From an optimization exercise on the open Yosys and OpenROAD flow, aimed at small area, a short achievable clock period and few clock cycles; shortcuts taken in it are not production practice. Where RTL was checked, it was by simulation tests only, not by an equivalence proof against the original. For runs 1 and 2, only the layout was checked, not whether the RTL still works. Power and IR drop assume default switching activity.

`flow/constraint.sdc`:
```
create_clock -name core_clock -period 15.0 [get_ports {clk}]
set_input_delay 3.0000 -clock core_clock [delete_from_list [all_inputs] [get_ports {clk}]]
set_output_delay 3.0000 -clock core_clock [all_outputs]
set_load 0.01 [all_outputs]
```
`flow/config.mk`:
```
export PLATFORM = sky130hd
export DESIGN_NAME = gfrs_enc
export DESIGN_NICKNAME = gfrs_enc
export VERILOG_FILES = /design/flow/design.v
export SDC_FILE = /design/flow/constraint.sdc
export NUM_CORES = 4
export LEC_CHECK = 0
export ABC_CLOCK_PERIOD_IN_PS = 5000
export CAP_MARGIN = 20
export CORE_MARGIN = 2
export CORE_UTILIZATION = 60
export PLACE_DENSITY = 0.7
export SETUP_SLACK_MARGIN = 5
export SLEW_MARGIN = 20
```
`flow/run.sh`:
```
#!/bin/bash
# synth_recipe.tcl (not shown) runs the flow's synth.tcl, then flattens the netlist and writes it again
# the make line also repeats each setting of config.mk as NAME=value (left out here)
make -C /OpenROAD-flow-scripts/flow DESIGN_CONFIG=/design/flow/config.mk WORK_HOME=/design/flow/orfs CLKGATE_MAP_FILE= SYNTH_SCRIPT=/design/flow/synth_recipe.tcl finish
```
`flow/design.v`:
```
module gfrs_enc (
    input  wire        clk,
    input  wire        rst,           
    input  wire        cmd_valid,
    output wire        cmd_ready,
    input  wire [1:0]  cmd_op,        
    input  wire [3:0]  cmd_k,
    input  wire [15:0] cmd_poly,
    input  wire [15:0] cmd_base,
    input  wire [15:0] cmd_n,
    input  wire [7:0]  cmd_t,
    input  wire        in_valid,
    output wire        in_ready,
    input  wire [15:0] in_data,
    output wire        out_valid,
    input  wire        out_ready,
    output wire [11:0] out_data,
    output reg         done,
    output reg  [3:0]  status,
    output reg  [3:0]  einfo,
    output reg         field_valid
);
    localparam OP_INIT = 2'd0;
    localparam OP_ENC  = 2'd1;
    localparam C_OK      = 4'd0;
    localparam C_ILLEGAL = 4'd1;
    localparam C_ARG     = 4'd2;
    localparam C_NOFIELD = 4'd3;
    localparam I_WORDSIZE  = 4'd1;
    localparam I_POLYDEG   = 4'd2;
    localparam I_NOTPRIM   = 4'd3;
    localparam I_GENBASE   = 4'd4;
    localparam I_ECCOUNT   = 4'd6;
    localparam I_DATACOUNT = 4'd7;
    localparam I_LENGTH    = 4'd8;
    localparam I_CWRANGE   = 4'd9;
    localparam I_TCAP      = 4'd12;
    localparam S_IDLE = 3'd0;
    localparam S_IEXP = 3'd1;
    localparam S_ICHK = 3'd2;
    localparam S_GEN  = 3'd3;
    localparam S_DATA = 3'd4;
    localparam S_PAR  = 3'd5;
    localparam S_IH   = 3'd6;
    reg [2:0]  state;
    reg [11:0] poly;         
    reg [4:0]  ksel;         
    reg [11:0] alpha_b;      
    reg [21:0] hh;           
    reg        dmode;        
    reg [11:0] xreg;         
    reg        vld;          
    reg [3:0]  cnt;
    reg [3:0]  tcnt;         
    reg [11:0] kcnt;         
    reg        cw_err;
    reg        gb_bad;       
    reg [11:0] g [0:7];
    reg [11:0] r [0:7];
    integer i, j, q;
    wire [11:0] kmsb = {ksel[4], 1'b0, ksel[3], 1'b0, ksel[2], 1'b0,
                        ksel[1], 1'b0, ksel[0], 3'b000};
    wire [11:0] fmask = {{2{ksel[4]}}, {2{ksel[3] | ksel[4]}},
                         {2{ksel[2] | ksel[3] | ksel[4]}}, {2{~ksel[0]}}, 4'b1111};
    wire [11:0] xop   = xreg ^ (dmode ? r[7] : 12'd0);
    reg  [10:0] c;
    reg  [11:0] v [0:11];
    reg  [11:0] m [0:7];
    always @* begin
        for (i = 0; i < 11; i = i + 1)
            c[i] = ^(xop & hh[i +: 12]);
        v[0] = xop;
        for (i = 1; i < 12; i = i + 1)
            v[i] = {v[i-1][10:0], 1'b0} ^ (c[i-1] ? poly : 12'd0);
        for (q = 0; q < 8; q = q + 1) begin
            m[q] = 12'd0;
            for (i = 0; i < 12; i = i + 1)
                m[q] = m[q] ^ (g[q][i] ? v[i] : 12'd0);
        end
    end
    wire k_legal = (cmd_k == 4'd4) || (cmd_k == 4'd6) || (cmd_k == 4'd8) ||
                   (cmd_k == 4'd10) || (cmd_k == 4'd12);
    wire [4:0]  cmd_ksel = {cmd_k == 4'd12, cmd_k == 4'd10, cmd_k == 4'd8,
                            cmd_k == 4'd6, cmd_k == 4'd4};
    wire [15:0] cmd_kbit = 16'd1 << cmd_k;
    wire        deg_ok   = (cmd_poly >> cmd_k) == 16'd1;
    reg         base_bad;
    always @* begin
        case (cmd_k)
        4'd4:    base_bad = (|cmd_base[15:4])  || (&cmd_base[3:0]);
        4'd6:    base_bad = (|cmd_base[15:6])  || (&cmd_base[5:0]);
        4'd8:    base_bad = (|cmd_base[15:8])  || (&cmd_base[7:0]);
        4'd10:   base_bad = (|cmd_base[15:10]) || (&cmd_base[9:0]);
        default: base_bad = (|cmd_base[15:12]) || (&cmd_base[11:0]);
        endcase
    end
    localparam [59:0] E4  = {12'd1, 12'd1, 12'd3, 12'd5, 12'd15};
    localparam [59:0] E6  = {12'd1, 12'd1, 12'd9, 12'd21, 12'd63};
    localparam [59:0] E8  = {12'd1, 12'd15, 12'd51, 12'd85, 12'd255};
    localparam [59:0] E10 = {12'd1, 12'd33, 12'd93, 12'd341, 12'd1023};
    localparam [59:0] E12 = {12'd315, 12'd585, 12'd819, 12'd1365, 12'd4095};
    wire [59:0] etab = ksel[0] ? E4 : ksel[1] ? E6 : ksel[2] ? E8 :
                       ksel[3] ? E10 : E12;
    wire [4:0]  ebit = {etab[48 + cnt], etab[36 + cnt], etab[24 + cnt],
                        etab[12 + cnt], etab[cnt]};
    wire [3:0] klast = ksel[0] ? 4'd3 : ksel[1] ? 4'd5 : ksel[2] ? 4'd7 :
                       ksel[3] ? 4'd9 : 4'd11;
    wire in_xfer = in_valid & in_ready;
    wire cw_bad  = (in_data & ~{4'd0, fmask}) != 16'd0;
    assign cmd_ready = (state == S_IDLE);
    assign in_ready  = ((state == S_DATA) && (kcnt != 12'd0)) ||
                       ((state == S_GEN) && (cnt == 4'd1));
    assign out_valid = (state == S_PAR);
    assign out_data  = r[7];
    wire [11:0] pal = ksel[0] ? {poly[3:0], 8'd0} : ksel[1] ? {poly[5:0], 6'd0} :
                      ksel[2] ? {poly[7:0], 4'd0} : ksel[3] ? {poly[9:0], 2'd0} : poly;
    reg  [11:0] la;
    reg  [9:0]  hk;
    reg  [21:0] hh_n;
    always @* begin
        la = pal;
        for (i = 0; i < 10; i = i + 1) begin
            hk[i] = la[11];
            la = {la[10:0], 1'b0} ^ (la[11] ? pal : 12'd0);
        end
        for (i = 0; i < 22; i = i + 1)
            hh_n[i] = ksel[0] ? (i == 3 ? 1'b1 : (i > 3 && i < 14) ? hk[(i - 4) % 10] : 1'b0) :
                      ksel[1] ? (i == 5 ? 1'b1 : (i > 5 && i < 16) ? hk[(i - 6) % 10] : 1'b0) :
                      ksel[2] ? (i == 7 ? 1'b1 : (i > 7 && i < 18) ? hk[(i - 8) % 10] : 1'b0) :
                      ksel[3] ? (i == 9 ? 1'b1 : (i > 9 && i < 20) ? hk[(i - 10) % 10] : 1'b0) :
                                (i == 11 ? 1'b1 : (i > 11) ? hk[(i - 12) % 10] : 1'b0);
    end
    wire [11:0] ab_x = {alpha_b[10:0], 1'b0} ^ ((|(alpha_b & kmsb)) ? poly : 12'd0);
    wire [11:0] a4   = ksel[0] ? {8'd0, poly[3:0]} : 12'd16;
    always @(posedge clk) begin
        done <= 1'b0;
        if (rst) begin
            state       <= S_IDLE;
            dmode       <= 1'b0;
            field_valid <= 1'b0;
        end else begin
            case (state)
            S_IDLE: begin
                tcnt   <= cmd_t[3:0];
                cnt    <= cmd_t[3:0] - 4'd1;
                cw_err <= 1'b0;
                vld    <= 1'b0;
                xreg   <= ab_x;
                for (j = 0; j < 8; j = j + 1) begin
                    g[j] <= (j == 7) ? alpha_b : 12'd0;
                    r[j] <= 12'd0;
                end
                kcnt   <= (cmd_op == OP_INIT) ? cmd_base[11:0] : cmd_n[11:0] - {4'd0, cmd_t};
              if (cmd_valid) begin
                if (cmd_op == OP_INIT) begin
                    poly   <= cmd_poly[11:0];
                    ksel   <= cmd_ksel;
                    gb_bad <= base_bad;
                    if (!k_legal) begin
                        field_valid <= 1'b0;
                        status <= C_ARG; einfo <= I_WORDSIZE;
                        done <= 1'b1;
                    end else if (!deg_ok) begin
                        field_valid <= 1'b0;
                        status <= C_ARG; einfo <= I_POLYDEG;
                        done <= 1'b1;
                    end else begin
                        state <= S_IH;
                    end
                end else if (cmd_op == OP_ENC) begin
                    if (!field_valid) begin
                        status <= C_NOFIELD; einfo <= 4'd0;
                        done <= 1'b1;
                    end else if (cmd_t == 8'd0) begin
                        status <= C_ARG; einfo <= I_ECCOUNT;
                        done <= 1'b1;
                    end else if (cmd_n <= {8'd0, cmd_t}) begin
                        status <= C_ARG; einfo <= I_DATACOUNT;
                        done <= 1'b1;
                    end else if (cmd_n > {4'd0, fmask}) begin
                        status <= C_ARG; einfo <= I_LENGTH;
                        done <= 1'b1;
                    end else if (cmd_t > 8'd8) begin
                        status <= C_ARG; einfo <= I_TCAP;
                        done <= 1'b1;
                    end else begin
                        state <= (cmd_t == 8'd1) ? S_DATA : S_GEN;
                        dmode <= (cmd_t == 8'd1);
                    end
                end else begin
                    status <= C_ILLEGAL; einfo <= 4'd0;
                    done <= 1'b1;
                end
              end
            end
            S_IH: begin
                hh    <= hh_n;
                kcnt  <= kcnt >> 2;
                cnt   <= 4'd2;
                xreg  <= a4;
                g[0]  <= a4;
                g[1]  <= 12'd8;                              
                g[2]  <= 12'd2;                              
                g[3]  <= (ksel[0] || ksel[2] || ksel[4]) ? 12'd8 : 12'd2;
                g[4]  <= ksel[2] ? 12'd8 : 12'd2;
                g[5]  <= ksel[4] ? 12'd8 : 12'd2;
                g[6]  <= 12'd1 << kcnt[1:0];
                state <= S_IEXP;
            end
            S_IEXP: begin
                g[0] <= m[0];
                xreg <= m[0];
                for (j = 1; j < 6; j = j + 1)
                    if (ebit[j-1]) g[j] <= m[j];
                if (kcnt[0]) g[6] <= m[6];
                kcnt <= kcnt >> 1;
                cnt  <= cnt + 4'd1;
                if (cnt == klast) state <= S_ICHK;
            end
            S_ICHK: begin
                if (g[1] != 12'd1 || g[2] == 12'd1 || g[3] == 12'd1 ||
                    g[4] == 12'd1 || g[5] == 12'd1) begin
                    field_valid <= 1'b0;
                    status <= C_ARG; einfo <= I_NOTPRIM;
                end else if (gb_bad) begin
                    field_valid <= 1'b0;
                    status <= C_ARG; einfo <= I_GENBASE;
                end else begin
                    field_valid <= 1'b1;
                    alpha_b <= g[6];
                    status <= C_OK; einfo <= 4'd0;
                end
                done <= 1'b1; state <= S_IDLE;
            end
            S_GEN: begin
                for (j = 0; j < 7; j = j + 1)
                    g[j] <= g[j] ^ m[j+1];
                g[7] <= g[7] ^ xreg;
                xreg <= v[1];
                cnt  <= cnt - 4'd1;
                if (in_xfer) begin
                    xreg <= in_data[11:0];
                    vld  <= 1'b1;
                    kcnt <= kcnt - 12'd1;
                    if (cw_bad) cw_err <= 1'b1;
                end
                if (cnt == 4'd1) begin
                    state <= S_DATA;
                    dmode <= 1'b1;
                end
            end
            S_DATA: begin
                if (vld)
                    for (j = 0; j < 8; j = j + 1)
                        r[j] <= ((j == 0) ? 12'd0 : r[j-1]) ^ m[j];
                if (in_xfer) begin
                    xreg <= in_data[11:0];
                    vld  <= 1'b1;
                    kcnt <= kcnt - 12'd1;
                    if (cw_bad) cw_err <= 1'b1;
                end else begin
                    xreg <= 12'd0;
                    vld  <= 1'b0;
                end
                if (vld && kcnt == 12'd0) begin
                    cnt <= tcnt;
                    dmode <= 1'b0;
                    if (cw_err) begin
                        status <= C_ARG; einfo <= I_CWRANGE;
                        done <= 1'b1; state <= S_IDLE;
                    end else begin
                        state <= S_PAR;
                    end
                end
            end
            S_PAR: if (out_ready) begin
                for (j = 0; j < 8; j = j + 1)
                    r[j] <= ((j == 0) ? 12'd0 : r[j-1]) ^ m[j];
                cnt <= cnt - 4'd1;
                if (cnt == 4'd1) begin
                    status <= C_OK; einfo <= 4'd0;
                    done <= 1'b1; state <= S_IDLE;
                end
            end
            default: state <= S_IDLE;
            endcase
        end
    end
endmodule
```
==> results list, run 1 <==
- The region available for standard cell placement spans 0.0618 mm^2.
- The die covers 0.0646 mm^2.
- Routed Wire Length: around 160 mm
- Of the total power, the clock network draws 0.123.
- After detailed placement, the design holds a cell count of 5202.
- The H-tree was split into 2 levels.
* Ratio of total power to cell area: between 150 and 200 mW/mm^2
- Measured against its own limit, the worst slew margin works out to 0.0642.
* Resize count post-CTS: 0
- Reg2Reg Launch Point: dmode
- For this run, the register share of the synthesized area comes to 0.228.
- Top achievable clock speed: 116 MHz
* Global-route usage over all layers: 0.491
- After clock tree synthesis, the flow added hold-fix buffers numbering 0.
- The endpoint identified for the worst register-to-register timing path is r[7][10].
* Post-DR vias/cell: 6.61
* Number of synthesis warnings: 5
* Post-Layout Inst Area: around 0.04 mm^2
- Final Hold Violating Endpoints: 0
- The congestion estimate from routability-driven global placement came to 1.05.
- In this run, CTS created clock tree buffers numbering 36.
- TritonCTS built the clock tree.
* Prevailing post-synth register cell: sky130_fd_sc_hd__edfxtp_1
- The synthesized netlist contains 86 unique library cells.
* Die outline height: 254 um
* Biggest fanout along the worst timing path: 25
- For this run the aggregate overflow at the end of global routing stands at 0.
- Net switching power of the design: 3.60 mW
- In this run, synthesis inferred between 200 and 300 flip-flops with an integrated enable.
- Final count of pins violating max slew: 0
- In the final routed layout, each cell accounts on average for 30.3 um.
- The first detailed-routing pass ran for 8 iterations.
- In the final layout, the share of cells above drive strength 1 is 0.0654.
* IO Port Bufs: 105
- Internal cell power: 4.37 mW
- For the final database, setup skew stands at ~0.034 ns.
- Least-Margin Pin Slew: 1.40 ns
- Setup violations remaining at the end of the flow were counted as 0.
- Hold path start: field_valid
- Of the total power, combinational logic draws 0.758.
- At the end of the flow the core is filled with cells to 0.665.
- The critical path is of the register to register type.
- Number of vias in the routed layout: 34900
- After the first detailed-routing iteration, the DRC count stood at 5414.
- Synth async-reset ratio: 0
- Number of max-cap violations: 0
- The area growth from synthesis to layout is 9.41%.
- Summing all placed instances gives a cell area of 0.0398 mm^2.
- The number of setup buffers added after CTS is 0.
* Maximum vdd ir drop: 0.176 mV
- After synthesis the netlist holds a flip-flop and latch count of approximately 290.
- The design draws 7.97 mW.
* Total leakage power: about 17 nW
* Worst reg-to-reg path cell count: 16
- For this run, design rule violations remaining after detail routing come to 0.
- Final hold analysis gives a worst-case slack of roughly 0.56 ns.
- After synthesis the cells add up to 0.0376 mm^2.
- Fraction of power spent switching nets: 0.452
* Mean instance size in the synthesized netlist: 8.54 um^2
- Maximum clock path buffer count: 3
- I/O pin count: about 110
- Setup repair after global routing left no endpoint under its margin.
* Flop pwr share: 0.119
- The net count of the finished layout is 4519.
* CP startpoint kind: register
- The number of antenna violations at the first check in global routing was 8.
- Final min period: 8.65 ns
- The detail route stage leaves a number of antenna-violating nets equal to 0.
- Clock sinks: 287
* Run status: no timing/DRC/antenna violations
- Clock Tree Root: sky130_fd_sc_hd__clkbuf_16
- For the worst setup path, the data required time is 15.21 ns.
- The finished layout holds 5278 standard cells, fillers aside.
- Adding up every negative setup slack in the final design gives 0 ns.
- Data on the critical path arrives at its endpoint at 8.86 ns.
- The worst setup path is captured at a register.
- Post-Place Setup Slack: 7.01 ns
- Worst-case register-to-register setup slack: approximately 6.4 ns
- Clock latency (worst-skew pair): 0.60 ns
* DP Wirelength: roughly 110 mm
* Path class of the lowest-slack min-delay path: register to register
* Global-route wire length before repair: 226 mm
- In the finished design, the share of the clock period the worst path needs comes to 0.576.
- Synthesis handed over a netlist of 4398 instances.
- Initial standard-cell utilization of the core: 0.608
- Number of core rows: 91
- Min setup slack post-route: 6.35 ns
* Horiz. Die Dim: 254 um
* Maximum number of pins on one net before global-route repair: 52
- Clock-pin slew was measured on the worst setup and hold paths at approximately 0.06 ns.
- The worst hold path terminates at field_valid.
* Worst hold path stage count: 2
* Number of global-route vias before repair: ~32000
- Filler cell count: roughly 5200
power by group through the flow:
stage | Clock [mW] | Combinational, mW | Sequential [mW]
after global placement | 0 | 5.72 | 0.962
after CTS | 0.974 | 5.84 | 0.946
after detailed placement | 0 | 5.78 | 0.963
final | 0.977 | 6.04 | 0.950
after floorplan | 0 | 4.51 | 0.946
after global routing | 1.00 | 6.25 | 0.950
worst max path at each step:
stage                           to  startpoint  slack, ns
after floorplan            r[0][0]         rst       7.39
after global placement    r[7][10]       dmode       7.01
after detailed placement  r[7][10]       dmode       7.01
after CTS                 r[7][10]       dmode       6.94
after global routing      r[7][10]       dmode       6.32
final                     r[7][10]       dmode       6.35
Yosys cell counts (all sizes together), types with 15 or more instances:
| cell type | count | area share |
|---|---|---|
| nor3 | 37 | 0.0049 |
| inv | 34 | 0.0034 |
| o211ai | 15 | 0.0030 |
| o22ai | 37 | 0.0062 |
| nor2b | 29 | 0.0048 |
| clkbuf | 249 | 0.025 |
| edfxtp | 281 | 0.22 |
| nand3 | 49 | 0.0065 |
| o21ai | 182 | 0.024 |
| nor2 | 224 | 0.022 |
| a21oi | 89 | 0.012 |
| nand2b | 36 | 0.0060 |
| xnor3 | 269 | 0.16 |
| buf | 38 | 0.0049 |
| mux2i | 24 | 0.0064 |
| nand2 | 1364 | 0.14 |
| xor2 | 294 | 0.070 |
| and2 | 44 | 0.0074 |
| nor4 | 18 | 0.0030 |
| o21a | 25 | 0.0050 |
| or2 | 19 | 0.0032 |
| a211oi | 17 | 0.0034 |
| xor3 | 26 | 0.017 |
| a21boi | 16 | 0.0036 |
| xnor2 | 748 | 0.18 |
| ha | 31 | 0.010 |
cell type report:
class / instances / area (um^2) / area share
tap: 837 / 1050 / 0.0255
clock buffer: 39 / 912 / 0.0222
inverter: 35 / 131 / 0.00320
multi-input combinational: 3790 / 27900 / 0.678
timing repair buffer: 254 / 2190 / 0.0533
antenna: 10 / 25.0 / 0.000609
sequential: 287 / 8560 / 0.208
clock inverter: 26 / 370 / 0.00901
logic make-up (layout without fill, tap and decap cells):
group                    Yosys count  count (layout)  synth area share
AND/OR/NAND/NOR                 1877            1877             0.206
XOR/XNOR                        1337            1337             0.426
AO/OA/AOI/OAI                    511             511            0.0866
buffers and inverters            322             354            0.0334
flip-flops                       287             287             0.228
adder cells (fa/ha/maj)           32              32            0.0109
multiplexers                      31              31           0.00939
other                              1              12         0.0000998
registers in the layout (all words and copies together), names as in the netlist, 2 cells and up:
signal,count
tcnt,4
state,3
cnt,4
einfo,4
hh,19
g,96
ksel,5
kcnt,12
poly,12
alpha_b,12
xreg,12
status,2
r,96
per-layer routing:
metal,part of all wire,GRT usage,routed length [um],up-vias
met1,0.36,0.639,57400,16500
met5,0.00065,0,104,-
met3,0.17,0.208,28000,792
met2,0.39,0.667,61600,2996
met4,0.080,0.315,12800,10
li1,-,-,-,14600
placed cells by master, fill, tap and decap left out, drive strengths merged, types with 9 or more instances in the layout:
| cell type | synthesis | layout |
|---|---|---|
| o21ai | 182 | 182 |
| xnor2 | 748 | 748 |
| nor3 | 37 | 37 |
| nand2b | 36 | 36 |
| nand2 | 1364 | 1364 |
| nor2 | 224 | 224 |
| nand3 | 49 | 49 |
| a221o | 9 | 9 |
| a21boi | 16 | 16 |
| o22ai | 37 | 37 |
| nand4 | 11 | 11 |
| o211ai | 15 | 15 |
| and2 | 44 | 44 |
| edfxtp | 281 | 281 |
| a21oi | 89 | 89 |
| o31ai | 9 | 9 |
| a22oi | 9 | 9 |
| ha | 31 | 31 |
| and3b | 12 | 12 |
| or2 | 19 | 19 |
| a211oi | 17 | 17 |
| clkdlybuf4s50 | 0 | 105 |
| clkbuf | 249 | 39 |
| mux2i | 24 | 24 |
| o21a | 25 | 25 |
| xor3 | 26 | 26 |
| nor2b | 29 | 29 |
| xnor3 | 269 | 269 |
| a22o | 13 | 13 |
| a221oi | 14 | 14 |
| a21o | 9 | 9 |
| inv | 34 | 37 |
| diode | 0 | 10 |
| buf | 38 | 149 |
| nor4 | 18 | 18 |
| xor2 | 294 | 294 |
| a31oi | 14 | 14 |
| clkinv | 1 | 15 |
worst max-delay path: stages, from the launching register on:
cell and delay, ns:
sky130_fd_sc_hd__dfxtp_1 0.93, sky130_fd_sc_hd__and3b_1 0.43, sky130_fd_sc_hd__or2_0 0.93, sky130_fd_sc_hd__nand2_1 0.15
sky130_fd_sc_hd__xor2_1 0.22, sky130_fd_sc_hd__xnor3_1 0.27, sky130_fd_sc_hd__buf_4 0.27, sky130_fd_sc_hd__nand2_1 0.11
sky130_fd_sc_hd__xnor3_1 0.69, sky130_fd_sc_hd__xor3_1 0.97, sky130_fd_sc_hd__xnor3_2 0.71, sky130_fd_sc_hd__xnor2_1 0.65
sky130_fd_sc_hd__nand2_1 0.16, sky130_fd_sc_hd__xnor2_1 0.18, sky130_fd_sc_hd__xnor2_1 0.27, sky130_fd_sc_hd__xnor3_1 0.39
sky130_fd_sc_hd__nor2_1 0.88
==> run 2: changes to the inputs <==
--- a/flow/design.v
+++ b/flow/design.v
@@ -114,4 +114,4 @@
     assign out_data  = r[7];
-    wire [11:0] pal = ksel[0] ? {poly[3:0], 8'd0} : ksel[1] ? {poly[5:0], 6'd0} :
-                      ksel[2] ? {poly[7:0], 4'd0} : ksel[3] ? {poly[9:0], 2'd0} : poly;
+    wire [15:0] cmd_pal = cmd_poly << (4'd12 - cmd_k);
+    wire [11:0] pal = alpha_b;
     reg  [11:0] la;
@@ -156,2 +156,3 @@
                     poly   <= cmd_poly[11:0];
+                    alpha_b <= cmd_pal[11:0];
                     ksel   <= cmd_ksel;
--- a/flow/config.mk
+++ b/flow/config.mk
@@ -7,8 +7,5 @@
 export LEC_CHECK = 0
-export ABC_CLOCK_PERIOD_IN_PS = 5000
 export CAP_MARGIN = 20
 export CORE_MARGIN = 2
-export CORE_UTILIZATION = 60
-export PLACE_DENSITY = 0.7
-export SETUP_SLACK_MARGIN = 5
+export CORE_UTILIZATION = 35
 export SLEW_MARGIN = 20
==> run 2 against run 1 <==
Critical path depth shrank 1; maximum frequency grew 14%; non-clock buffer count shrank 17; sequential power grew 2%; clock power shrank 8.9%; combinational power grew 25%; core utilization shrank 28 points; critical path type unchanged; critical endpoint is now xreg[7].
==> results list, run 2 <==
- The number of gates resized after CTS is 0 (unchanged).
- The tree is rooted in a sky130_fd_sc_hd__clkbuf_16.
* Die outline height: 332 um (+30%)
- Run status: no timing/DRC/antenna violations
- In the synthesized netlist the dominant register cell turns out to be sky130_fd_sc_hd__edfxtp_1.
* Postcts setup bufs: 0 (unchanged)
* Endpoint, Worst Hold: r[3][9]
- Synth cell count leaders: 1473 x sky130_fd_sc_hd__nand2_1, 870 x sky130_fd_sc_hd__xnor2_1, 281 x sky130_fd_sc_hd__edfxtp_1
* Proportion of synthesized chip area in sequential cells: 0.228 (about the same)
* Share of final-layout standard cells stronger than drive strength 1: 0.0630 (-0.00248)
* DRT antenna net count: 0 (unchanged)
- Least-Margin Pin Slew: 1.28 ns (-0.124 ns)
- Area enclosed by the die boundary: 0.110 mm^2 (+70%)
- CTS tree: yes
- The share of synthesized flip-flops with an asynchronous set or reset came to 0 (unchanged).
- CTS H-tree depth: 2 (unchanged)
* Final Hold Violating Endpoints: 0 (unchanged)
- Horiz. Die Dim: 332 um (+30%)
- The number of cells on the worst reg-to-reg path came to 15 (-1).
- Combinational power share: 0.803 (+0.045)
* Global-route wire length before repair: 236 mm (+4.3%)
- The reg2reg setup slack came to 7.39 ns (+1.04 ns).
* Most instantiated library cell after synthesis: sky130_fd_sc_hd__nand2_1
- Highest-count cells in the layout ignoring fill and taps: 1473 x sky130_fd_sc_hd__nand2_1, 868 x sky130_fd_sc_hd__xnor2_1, 281 x sky130_fd_sc_hd__edfxtp_1
- The cell-internal power was 4.92 mW (+13%).
* Number of enable-type register cells in the synthesized netlist: 281 (unchanged)
- Data arrival time of the critical path: 7.94 ns (-0.92 ns)
- Slew Limit Headroom: 0.141 (+0.0766)
- The DRC violation count after routing was 0 (unchanged).
* Post-CTS Hold Buffers: 0 (unchanged)
- The critical path is of the register to register type.
- The DRC violation total after the first TritonRoute iteration came to 4506 (-17%).
* Cell accounting for the most synthesized area: sky130_fd_sc_hd__edfxtp_1
- The worst clock skew is 0.0212 ns (-0.0133 ns).
- Biggest fanout along the worst timing path: 25 (unchanged)
* Setup repair after global routing missed its margin: false
- TritonRoute pass-1 iters: 8 (unchanged)
* Commonest non-fill, non-tap cell in the layout: sky130_fd_sc_hd__nand2_1
* Final count of pins violating max slew: 0 (unchanged)
* Final min period: 7.61 ns (-1.04 ns)
- The final setup violation count is 0 (unchanged).
* Part of the power in the clock network: 0.095 (-0.028)
- The cell area after technology mapping came to 0.0376 mm^2 (about the same).
- STA classifies the critical path endpoint as a register.
* Path class of the lowest-slack min-delay path: register to register
* IO Port Bufs: 105 (unchanged)
* Largest registers: g (96), r (96), hh (19)
* Core Area: 0.107 mm^2 (+73%)
- Maximum clock path buffer count: 3 (unchanged)
* Synthesized flop and latch total: 287 (unchanged)
- Global-route usage over all layers: 0.293 (-0.199)
- The aggregate negative setup slack came to 0 ns (unchanged).
* Netlist cell types: 85 (-1.2%)
- Filler cell count: 10700 (+110%)
* I/O pin count: 108 (unchanged)
* Initial standard-cell utilization of the core: 0.352 (-0.256)
- The final worst-path cycle share was 0.507 (-0.0692).
- The worst setup path is launched from a register.
- Layout area overhead: 10.4%
- Gr ovfl total: 0 (unchanged)
- The number of antenna violations at the first check in global routing was 1 (-7).
- Reg2Reg Launch Point: dmode
* Gate count of the mapped netlist: 4507 (+2.5%)
- Number of core rows: 120 (+32%)
* Largest cells by area after synthesis: sky130_fd_sc_hd__edfxtp_1 22%, sky130_fd_sc_hd__xnor2_1 20%, sky130_fd_sc_hd__nand2_1 15%
- Mean instance size in the synthesized netlist: 8.34 um^2 (-2.4%)
- The leakage power is 16.7 nW (-2.9%).
- DP Wirelength: 114 mm (+4.1%)
- The clock sink count is 287 (unchanged).
- The via count of the first global-routing pass is 32300 (+0.037%).
- The worst hold path begins at r[2][9].
* Worst hold path stage count: 2 (unchanged)
- The switching power was 4.49 mW (+25%).
* Flop pwr share: 0.103 (-0.016)
* Number of vias in the routed layout: 34100 (-2.3%)
* Ratio of total power to cell area: 227 mW/mm^2 (+17%)
- The final weighted congestion in routability-driven placement is 1.00 (-4.7%).
* Per-cell routed wire length: 27.8 um (-8.1%)
* Routed Wire Length: 165 mm (+3.3%)
- The total of warnings raised by yosys was 5 (unchanged).
- The maximum number of pins on one net before global-route repair is 57 (+9.6%).
* NumNets Final: 4613 (+2.1%)
- The number of clock buffers inserted by TritonCTS was 38 (+5.6%).
* CTS clk-pin slew, worst paths: 0.06 ns (about the same)
- The endpoint identified for the worst register-to-register timing path is xreg[7].
- The worst hold margin came to 0.576 ns (+0.0191 ns).
* Portion of synthesized cell area occupied by the leading cell type: 0.225 (about the same)
* Number of max-cap violations: 0 (unchanged)
- Post-DR vias/cell: 5.74 (-13%)
- The clock latency at the later pin of the worst-skew pair came to 0.61 ns (about the same).
- Maximum vdd ir drop: 0.151 mV (-15%)
* Top achievable clock speed: 131 MHz (+14%)
- Required time reported for the critical path endpoint: 15.33 ns (+0.12 ns)
- Fraction of power spent switching nets: 0.477 (+0.0256)
run 2: cells by family after synthesis:
family	after synthesis	synth area share
buf+inv	323	0.0348
xor+xnor	1385	0.421
flops	287	0.228
simple gates	1927	0.208
mux	45	0.0128
compound gates	505	0.0847
fa+ha+maj	34	0.0115
other cells	1	0.0000998
run 2: metrics by stage:
stage          utilization  instance area, um^2  power, mW  cells  setup slack, ns
2_1_floorplan            -                37600       6.70   4508             3.89
3_3_place_gp         0.378                40300       8.28   5859             7.77
3_5_place_dp         0.378                40300       8.30   5859             7.69
4_1_cts              0.388                41500       9.24   5929             7.68
5_1_grt              0.388                41500       9.80   5929             7.23
6_report             0.388                41500       9.41   5933             7.39
run 2: power groups by stage:
| stage | Combinational [mW] | Sequential [mW] | Clock (mW) |
|---|---|---|---|
| floorplan | 5.75 | 0.952 | 0 |
| global placement | 7.30 | 0.978 | 0 |
| detailed placement | 7.33 | 0.979 | 0 |
| CTS | 7.38 | 0.962 | 0.898 |
| global route | 7.91 | 0.966 | 0.923 |
| finish | 7.56 | 0.966 | 0.890 |
run 2: critical path, stage by stage (launching register included):
cell                      delay (ns)
sky130_fd_sc_hd__dfxtp_1        0.91
sky130_fd_sc_hd__and3b_1        0.44
sky130_fd_sc_hd__or2_1          0.52
sky130_fd_sc_hd__nand2_1        0.15
sky130_fd_sc_hd__xnor3_1        0.35
sky130_fd_sc_hd__xnor3_2        0.81
sky130_fd_sc_hd__nand2_1        0.21
sky130_fd_sc_hd__xor3_2         0.57
sky130_fd_sc_hd__xnor2_1        0.79
sky130_fd_sc_hd__xor2_1         0.70
sky130_fd_sc_hd__nand2_1        0.11
sky130_fd_sc_hd__xnor3_1        0.41
sky130_fd_sc_hd__xnor3_1        0.40
sky130_fd_sc_hd__xnor2_1        0.73
sky130_fd_sc_hd__o21a_1         0.18
sky130_fd_sc_hd__a21oi_1        0.04
run 2: cell type report:
cell class,instances,area (um^2),share of cell area
Clock inverter,21,140,0.00338
Sequential cell,287,8560,0.206
Multi-Input combinational cell,3898,27800,0.671
Clock buffer,49,1000,0.0242
Antenna cell,4,10.0,0.000241
Inverter,34,128,0.00308
Timing Repair Buffer,237,2040,0.0492
Tap cell,1403,1760,0.0423
run 2: routing by layer:
| metal | up-vias | routed length, um | track usage |
|---|---|---|---|
| met5 | - | 11 | 0 |
| met4 | 2 | 13200 | 0.199 |
| met2 | 2312 | 70000 | 0.440 |
| met1 | 16400 | 60900 | 0.370 |
| met3 | 633 | 20900 | 0.0723 |
| li1 | 14800 | - | - |
run 2: how the worst max path moves through the flow:
stage | slack, ns | start | end | cells past startpoint
floorplan | 3.89 | rst | r[0][0] | 3
global placement | 7.77 | r[7][6] | g[0][10] | 16
detailed placement | 7.69 | dmode | xreg[7] | 15
CTS | 7.68 | dmode | xreg[7] | 15
global route | 7.23 | dmode | xreg[7] | 15
finish | 7.39 | dmode | xreg[7] | 15
==> run 3: changes to the inputs <==
--- a/flow/design.v
+++ b/flow/design.v
@@ -43,3 +43,2 @@
     localparam S_PAR  = 3'd5;
-    localparam S_IH   = 3'd6;
     reg [2:0]  state;
@@ -48,4 +47,2 @@
     reg [11:0] alpha_b;      
-    reg [21:0] hh;           
-    reg        dmode;        
     reg [11:0] xreg;         
@@ -64,4 +61,4 @@
                          {2{ksel[2] | ksel[3] | ksel[4]}}, {2{~ksel[0]}}, 4'b1111};
+    wire        dmode = (state == S_DATA);
     wire [11:0] xop   = xreg ^ (dmode ? r[7] : 12'd0);
-    reg  [10:0] c;
     reg  [11:0] v [0:11];
@@ -69,7 +66,5 @@
     always @* begin
-        for (i = 0; i < 11; i = i + 1)
-            c[i] = ^(xop & hh[i +: 12]);
         v[0] = xop;
         for (i = 1; i < 12; i = i + 1)
-            v[i] = {v[i-1][10:0], 1'b0} ^ (c[i-1] ? poly : 12'd0);
+            v[i] = {v[i-1][10:0], 1'b0} ^ ((|(v[i-1] & kmsb)) ? poly : 12'd0);
         for (q = 0; q < 8; q = q + 1) begin
@@ -86,12 +81,3 @@
     wire        deg_ok   = (cmd_poly >> cmd_k) == 16'd1;
-    reg         base_bad;
-    always @* begin
-        case (cmd_k)
-        4'd4:    base_bad = (|cmd_base[15:4])  || (&cmd_base[3:0]);
-        4'd6:    base_bad = (|cmd_base[15:6])  || (&cmd_base[5:0]);
-        4'd8:    base_bad = (|cmd_base[15:8])  || (&cmd_base[7:0]);
-        4'd10:   base_bad = (|cmd_base[15:10]) || (&cmd_base[9:0]);
-        default: base_bad = (|cmd_base[15:12]) || (&cmd_base[11:0]);
-        endcase
-    end
+    wire        base_bad = cmd_base > cmd_kbit - 16'd2;
     localparam [59:0] E4  = {12'd1, 12'd1, 12'd3, 12'd5, 12'd15};
@@ -114,22 +100,3 @@
     assign out_data  = r[7];
-    wire [15:0] cmd_pal = cmd_poly << (4'd12 - cmd_k);
-    wire [11:0] pal = alpha_b;
-    reg  [11:0] la;
-    reg  [9:0]  hk;
-    reg  [21:0] hh_n;
-    always @* begin
-        la = pal;
-        for (i = 0; i < 10; i = i + 1) begin
-            hk[i] = la[11];
-            la = {la[10:0], 1'b0} ^ (la[11] ? pal : 12'd0);
-        end
-        for (i = 0; i < 22; i = i + 1)
-            hh_n[i] = ksel[0] ? (i == 3 ? 1'b1 : (i > 3 && i < 14) ? hk[(i - 4) % 10] : 1'b0) :
-                      ksel[1] ? (i == 5 ? 1'b1 : (i > 5 && i < 16) ? hk[(i - 6) % 10] : 1'b0) :
-                      ksel[2] ? (i == 7 ? 1'b1 : (i > 7 && i < 18) ? hk[(i - 8) % 10] : 1'b0) :
-                      ksel[3] ? (i == 9 ? 1'b1 : (i > 9 && i < 20) ? hk[(i - 10) % 10] : 1'b0) :
-                                (i == 11 ? 1'b1 : (i > 11) ? hk[(i - 12) % 10] : 1'b0);
-    end
     wire [11:0] ab_x = {alpha_b[10:0], 1'b0} ^ ((|(alpha_b & kmsb)) ? poly : 12'd0);
-    wire [11:0] a4   = ksel[0] ? {8'd0, poly[3:0]} : 12'd16;
     always @(posedge clk) begin
@@ -138,3 +105,2 @@
             state       <= S_IDLE;
-            dmode       <= 1'b0;
             field_valid <= 1'b0;
@@ -142,19 +108,13 @@
             case (state)
-            S_IDLE: begin
-                tcnt   <= cmd_t[3:0];
-                cnt    <= cmd_t[3:0] - 4'd1;
-                cw_err <= 1'b0;
-                vld    <= 1'b0;
-                xreg   <= ab_x;
-                for (j = 0; j < 8; j = j + 1) begin
-                    g[j] <= (j == 7) ? alpha_b : 12'd0;
-                    r[j] <= 12'd0;
-                end
-                kcnt   <= (cmd_op == OP_INIT) ? cmd_base[11:0] : cmd_n[11:0] - {4'd0, cmd_t};
-              if (cmd_valid) begin
+            S_IDLE: if (cmd_valid) begin
                 if (cmd_op == OP_INIT) begin
                     poly   <= cmd_poly[11:0];
-                    alpha_b <= cmd_pal[11:0];
                     ksel   <= cmd_ksel;
                     gb_bad <= base_bad;
+                    kcnt   <= cmd_base[12:1];
+                    cnt    <= 4'd1;
+                    xreg   <= 12'd4;
+                    g[0]   <= 12'd4;
+                    for (j = 1; j < 6; j = j + 1) g[j] <= 12'd2;
+                    g[6]   <= cmd_base[0] ? 12'd2 : 12'd1;
                     if (!k_legal) begin
@@ -168,5 +128,15 @@
                     end else begin
-                        state <= S_IH;
+                        state <= S_IEXP;
                     end
                 end else if (cmd_op == OP_ENC) begin
+                    tcnt   <= cmd_t[3:0];
+                    cnt    <= cmd_t[3:0] - 4'd1;
+                    kcnt   <= cmd_n[11:0] - {4'd0, cmd_t};
+                    cw_err <= 1'b0;
+                    vld    <= 1'b0;
+                    xreg   <= ab_x;
+                    for (j = 0; j < 8; j = j + 1) begin
+                        g[j] <= (j == 7) ? alpha_b : 12'd0;
+                        r[j] <= 12'd0;
+                    end
                     if (!field_valid) begin
@@ -188,3 +158,2 @@
                         state <= (cmd_t == 8'd1) ? S_DATA : S_GEN;
-                        dmode <= (cmd_t == 8'd1);
                     end
@@ -194,17 +163,2 @@
                 end
-              end
-            end
-            S_IH: begin
-                hh    <= hh_n;
-                kcnt  <= kcnt >> 2;
-                cnt   <= 4'd2;
-                xreg  <= a4;
-                g[0]  <= a4;
-                g[1]  <= 12'd8;                              
-                g[2]  <= 12'd2;                              
-                g[3]  <= (ksel[0] || ksel[2] || ksel[4]) ? 12'd8 : 12'd2;
-                g[4]  <= ksel[2] ? 12'd8 : 12'd2;
-                g[5]  <= ksel[4] ? 12'd8 : 12'd2;
-                g[6]  <= 12'd1 << kcnt[1:0];
-                state <= S_IEXP;
             end
@@ -247,6 +201,3 @@
                 end
-                if (cnt == 4'd1) begin
-                    state <= S_DATA;
-                    dmode <= 1'b1;
-                end
+                if (cnt == 4'd1) state <= S_DATA;
             end
@@ -267,3 +218,2 @@
                     cnt <= tcnt;
-                    dmode <= 1'b0;
                     if (cw_err) begin
==> run 3 against run 2 <==
Combinational power shrank 49%; critical path type unchanged; total power shrank 42%; routed wire length grew 5.5%; count of clock-buffer cells in the layout shrank 14; largest cell class unchanged; sequential power shrank about 10%; first-iteration DRC count grew 12%; clock skew grew 0.0093 ns; highest routed layer unchanged; synthesized cell count grew 2.2%; largest power group unchanged; final cell count grew 1.7%; sequential share of layout area shrank 1.4 points; global-route usage grew 1.4 points.
==> results list, run 3 <==
- The share of synthesized flip-flops with an asynchronous set or reset was 0 (unchanged).
- Placer's final routability congestion estimate: 1.07 (+6.6%)
- Min setup slack post-route: 0.731 ns (-6.66 ns)
- Cell area after synthesis: 0.0375 mm^2 (-0.26%)
- The synthesis-stage register bit count was 267 (-7.0%).
- Top achievable clock speed: 70.1 MHz (-47%)
- The total of hold buffers inserted after clock tree synthesis came to 0 (unchanged).
* Share of final-layout standard cells stronger than drive strength 1: 0.0769 (+0.0139)
- The total routing resource utilization after global routing is 0.307 (+0.0145).
- The total number of nets in the final design is 4736 (+2.7%).
- Cell accounting for the most synthesized area: sky130_fd_sc_hd__xnor2_1
- Ranked by total cell area, the synthesized netlist is headed by sky130_fd_sc_hd__xnor2_1 26%, sky130_fd_sc_hd__edfxtp_1 21%, sky130_fd_sc_hd__nand2_1 13%.
- TritonRoute pass-1 iters: 8 (unchanged)
- The maximum net fanout on the critical path came to 28 (+12%).
- The worst IR drop on VDD came to 0.0931 mV (-38%).
- Final min period: 14.27 ns (+6.66 ns)
- The critical path in this run is classified as register to register.
- The final worst-path cycle share was 0.951 (+0.444).
- The detailed placer's ending HPWL came to 126 mm (+10%).
- The count of pins over their slew limit was 0 (unchanged).
- The DRC violation count after routing came to 0 (unchanged).
* Ratio of total power to cell area: 131 mW/mm^2 (-42%)
- Area enclosed by the die boundary: 0.110 mm^2 (-0.26%)
* Critical Path Slowest Stage Cell: sky130_fd_sc_hd__dfxtp_1
- The largest registers in the layout are g (96), r (96).
- sky130_fd_sc_hd__nand2_1 is the most common cell in the netlist.
- The number of cells traversed by the worst hold path came to 2 (unchanged).
* Number of max-cap violations: 0 (unchanged)
- Postcts setup bufs: 0 (unchanged)
* Setup repair after global routing missed its margin: false
- CTS tree: yes
* Netlist cell types: 119 (+40%)
- The number of antenna violations at the first check in global routing was 4 (+3).
- The reg2reg setup slack was 0.73 ns (-6.66 ns).
* IO Port Bufs: 105 (unchanged)
* CTS clk-pin slew, worst paths: 0.07 ns (about the same)
* Routed Wire Length: 174 mm (+5.5%)
- Worst reg-to-reg path cell count: 36 (+21)
- Post-Place Setup Slack: 1.09 ns (-6.59 ns)
* Horiz. Die Dim: 331 um (-0.13%)
- Library cell appearing most often on the critical path: sky130_fd_sc_hd__buf_4
- Highest-count cells in the layout ignoring fill and taps: 1258 x sky130_fd_sc_hd__nand2_1, 1099 x sky130_fd_sc_hd__xnor2_1, 262 x sky130_fd_sc_hd__edfxtp_1
* Number of enable-type register cells in the synthesized netlist: 262 (-6.8%)
- Total leakage power: 15.6 nW (-6.4%)
* Number of synthesis warnings: 5 (unchanged)
* Portion of synthesized cell area occupied by the leading cell type: 0.258 (+0.0334)
- The height of the die was 331 um (-0.13%).
* Flop pwr share: 0.160 (+0.057)
- The data required time of the critical path came to 15.31 ns (-0.02 ns).
* Reg2Reg Launch Point: state[0]
- The endpoint identified for the worst register-to-register timing path is xreg[9].
* Combinational power share: 0.707 (-0.096)
- The filler-free cell count of the finished design was 6033 (+1.7%).
- CTS placed an instance of sky130_fd_sc_hd__clkbuf_16 at the clock tree root.
* Slew Limit Headroom: 0.170 (+0.0287)
* Global-route wire length before repair: 246 mm (+4.5%)
* Clock skew after layout: 0.0305 ns (+0.00931 ns)
- Count of placed standard cells including taps: 5980 (+2.1%)
- The flow ran to the end and the layout has no timing, DRC or antenna violations.
- The clock latency at the later pin of the worst-skew pair came to 0.61 ns (about the same).
* Initial standard-cell utilization of the core: 0.352 (-0.000420)
- The slew at the pin with the worst max-slew slack came to 1.24 ns (-0.0427 ns).
* CP startpoint kind: register
- The maximum count of clock buffers along a single path is 3 (unchanged).
* Final Hold Violating Endpoints: 0 (unchanged)
- The number of standard-cell rows in the floorplan came to 120 (unchanged).
- The DRC violation total after the first TritonRoute iteration came to 5030 (+12%).
- Synth cell count leaders: 1260 x sky130_fd_sc_hd__nand2_1, 1104 x sky130_fd_sc_hd__xnor2_1, 262 x sky130_fd_sc_hd__edfxtp_1
- Worst hold slack: 0.587 ns (+0.0118 ns)
- Layout area overhead: 10.6%
- Proportion of synthesized chip area in sequential cells: 0.213 (-0.0152)
- Number of buffers inserted during clock tree synthesis: 29 (-24%)
- Per-cell routed wire length: 28.9 um (+3.8%)
- The proportion of total power due to net switching was 0.436 (-0.0415).
* Mean instance size in the synthesized netlist: 8.14 um^2 (-2.4%)
- The number of gates resized after CTS was 0 (unchanged).
* Commonest non-fill, non-tap cell in the layout: sky130_fd_sc_hd__nand2_1
* Setup TNS Final: 0 ns (unchanged)
* Number of vias in the routed layout: 35500 (+4.1%)
- The post-detailed-route count of antenna-violating nets came to 0 (unchanged).
* Internal cell power: 3.06 mW (-38%)
- In this run the most critical hold path is launched from alpha_b[10].
- The clock sink count is 267 (-7.0%).
- The post-synthesis instance total came to 4604 (+2.2%).
- I/O pin count: 108 (unchanged)
- The via count of the first global-routing pass is 33600 (+4.0%).
* Path class of the lowest-slack min-delay path: register to register
- Net switching power of the design: 2.36 mW (-47%)
- Endpoint, Worst Hold: g[7][10]
* Gr ovfl total: 0 (unchanged)
* Part of the power in the clock network: 0.133 (+0.038)
- Prevailing post-synth register cell: sky130_fd_sc_hd__edfxtp_1
- Critical path capture point type: register
- Core Area: 0.107 mm^2 (-0.14%)
- The arrival time reported for the critical path endpoint came to 14.58 ns (+6.64 ns).
- The maximum number of pins on one net before global-route repair is 66 (+16%).
- The delay contributed by the slowest stage of the critical path is 1.00 ns (+0.09 ns).
- The deepest level of the CTS H-tree was 1 (-1).
- Final setup viols: 0 (unchanged)
- Post-DR vias/cell: 5.88 (+2.4%)
-- run 3: cell types whose count changed in the layout (fill, tap and decap cells not counted), moves of 27 or more --
cell / before / now
sky130_fd_sc_hd__nor2_1: 212 / 160
sky130_fd_sc_hd__nor3_1: 25 / 54
sky130_fd_sc_hd__o21ai_0: 152 / 112
sky130_fd_sc_hd__nand2_1: 1473 / 1258
sky130_fd_sc_hd__xor2_1: 246 / 67
sky130_fd_sc_hd__buf_4: 132 / 191
sky130_fd_sc_hd__o21a_1: 33 / 6
sky130_fd_sc_hd__xnor2_1: 868 / 1099
sky130_fd_sc_hd__and2_1: 31 / 136
sky130_fd_sc_hd__and3_1: 10 / 37
sky130_fd_sc_hd__a31oi_1: 10 / 43
sky130_fd_sc_hd__a22o_1: 14 / 55
sky130_fd_sc_hd__xnor3_1: 195 / 147
-- run 3: metrics by stage --
stage          utilization  area [um^2]  total power [mW]
4_1_cts              0.389        41400              5.34
3_3_place_gp         0.380        40500              4.58
3_5_place_dp         0.380        40600              4.58
5_1_grt              0.389        41500              5.65
2_1_floorplan            -        37500              3.72
6_report             0.389        41500              5.42
-- run 3: layout make-up --
cell class | instances | area (um^2)
diodes | 1 | 2.50
clock buffers | 35 | 748
clock inverters | 17 | 134
fillers | 10800 | 65100
inverters | 48 | 180
multi-input cells | 3966 | 28200
flip-flops and latches | 267 | 7970
well taps | 1403 | 1760
repair buffers | 296 | 2480
-- run 3: kinds of logic (layout without fill, tap and decap cells) --
group,after synthesis,in the layout,synth area share
mux,48,48,0.0150
fa+ha+maj,45,45,0.0152
other cells,1,3,0.000100
buf+inv,372,396,0.0397
compound gates,655,655,0.125
xor+xnor,1343,1343,0.373
simple gates,1873,1873,0.219
flops,267,267,0.213
-- run 3: how the worst max path moves through the flow --
stage               startpoint      end  depth (start not counted)
global placement       ksel[1]  xreg[9]                         35
CTS                   state[0]  xreg[9]                         35
floorplan            cmd_op[0]  r[0][0]                          3
detailed placement    state[0]  xreg[9]                         35
global route          state[0]  xreg[9]                         36
finish                state[0]  xreg[9]                         36
-- run 3: power by group through the flow --
| stage | Sequential, mW | Combinational [mW] | Clock (mW) |
|---|---|---|---|
| 6_report | 0.865 | 3.83 | 0.721 |
| 3_3_place_gp | 0.879 | 3.70 | 0 |
| 5_1_grt | 0.864 | 4.03 | 0.752 |
| 2_1_floorplan | 0.856 | 2.86 | 0 |
| 4_1_cts | 0.863 | 3.74 | 0.731 |
| 3_5_place_dp | 0.879 | 3.70 | 0 |
-- run 3: routing by layer --
layer | part of all wire | global-route usage | wire [um]
met5 | 0.000092 | 0 | 16
met4 | 0.069 | 0.181 | 12100
met3 | 0.13 | 0.0785 | 21800
met2 | 0.42 | 0.458 | 72700
met1 | 0.39 | 0.401 | 67700
-- run 3: worst max-delay path, delay by kind of cell (launching register included) --
kind | cells | cell delay [ns]
AO/OA/AOI/OAI | 15 | 5.00
AND/OR/NAND/NOR | 9 | 3.92
XOR/XNOR | 4 | 1.96
buffers and inverters | 5 | 1.24
flip-flops | 1 | 1.00
multiplexers | 3 | 0.80
Testbench counts of run 3, summed over its fixed seeds: cycles 15,498.

[port drivers added, routing unchanged]
Ports are ideal in the flow. The routed layouts listed here were re-timed in OpenROAD.
Step 1 sets driving cells, clkbuf_16 on the clock port and buf_2 on the other inputs (assumed; they add their load-dependent delay and slew).
Step 2 times the ports against the registers' clock, not the clock port: input delays grow and output delays shrink by t, the midpoint of the rising clock arrivals with the driver on.
a / b / c = no drivers / after step 1 / after step 2; a / b = the first two.
| run | t (ns) | setup WS [ns] | clock arrival spread, ns | worst register clock-pin slew, ns | cell pins on the clock port's net |
|---|---|---|---|---|---|
| run 1 | 0.646 | 6.353 / 6.353 / 6.353 | 0.035 / 0.034 | 0.07 / 0.07 | 1 |
| run 2 | 0.669 | 7.391 / 7.391 / 7.391 | 0.023 / 0.022 | 0.07 / 0.07 | 1 |
| run 3 | 0.661 | 0.731 / 0.731 / 0.731 | 0.030 / 0.031 | 0.09 / 0.09 | 1 |
After both steps every run listed still meets setup and hold.
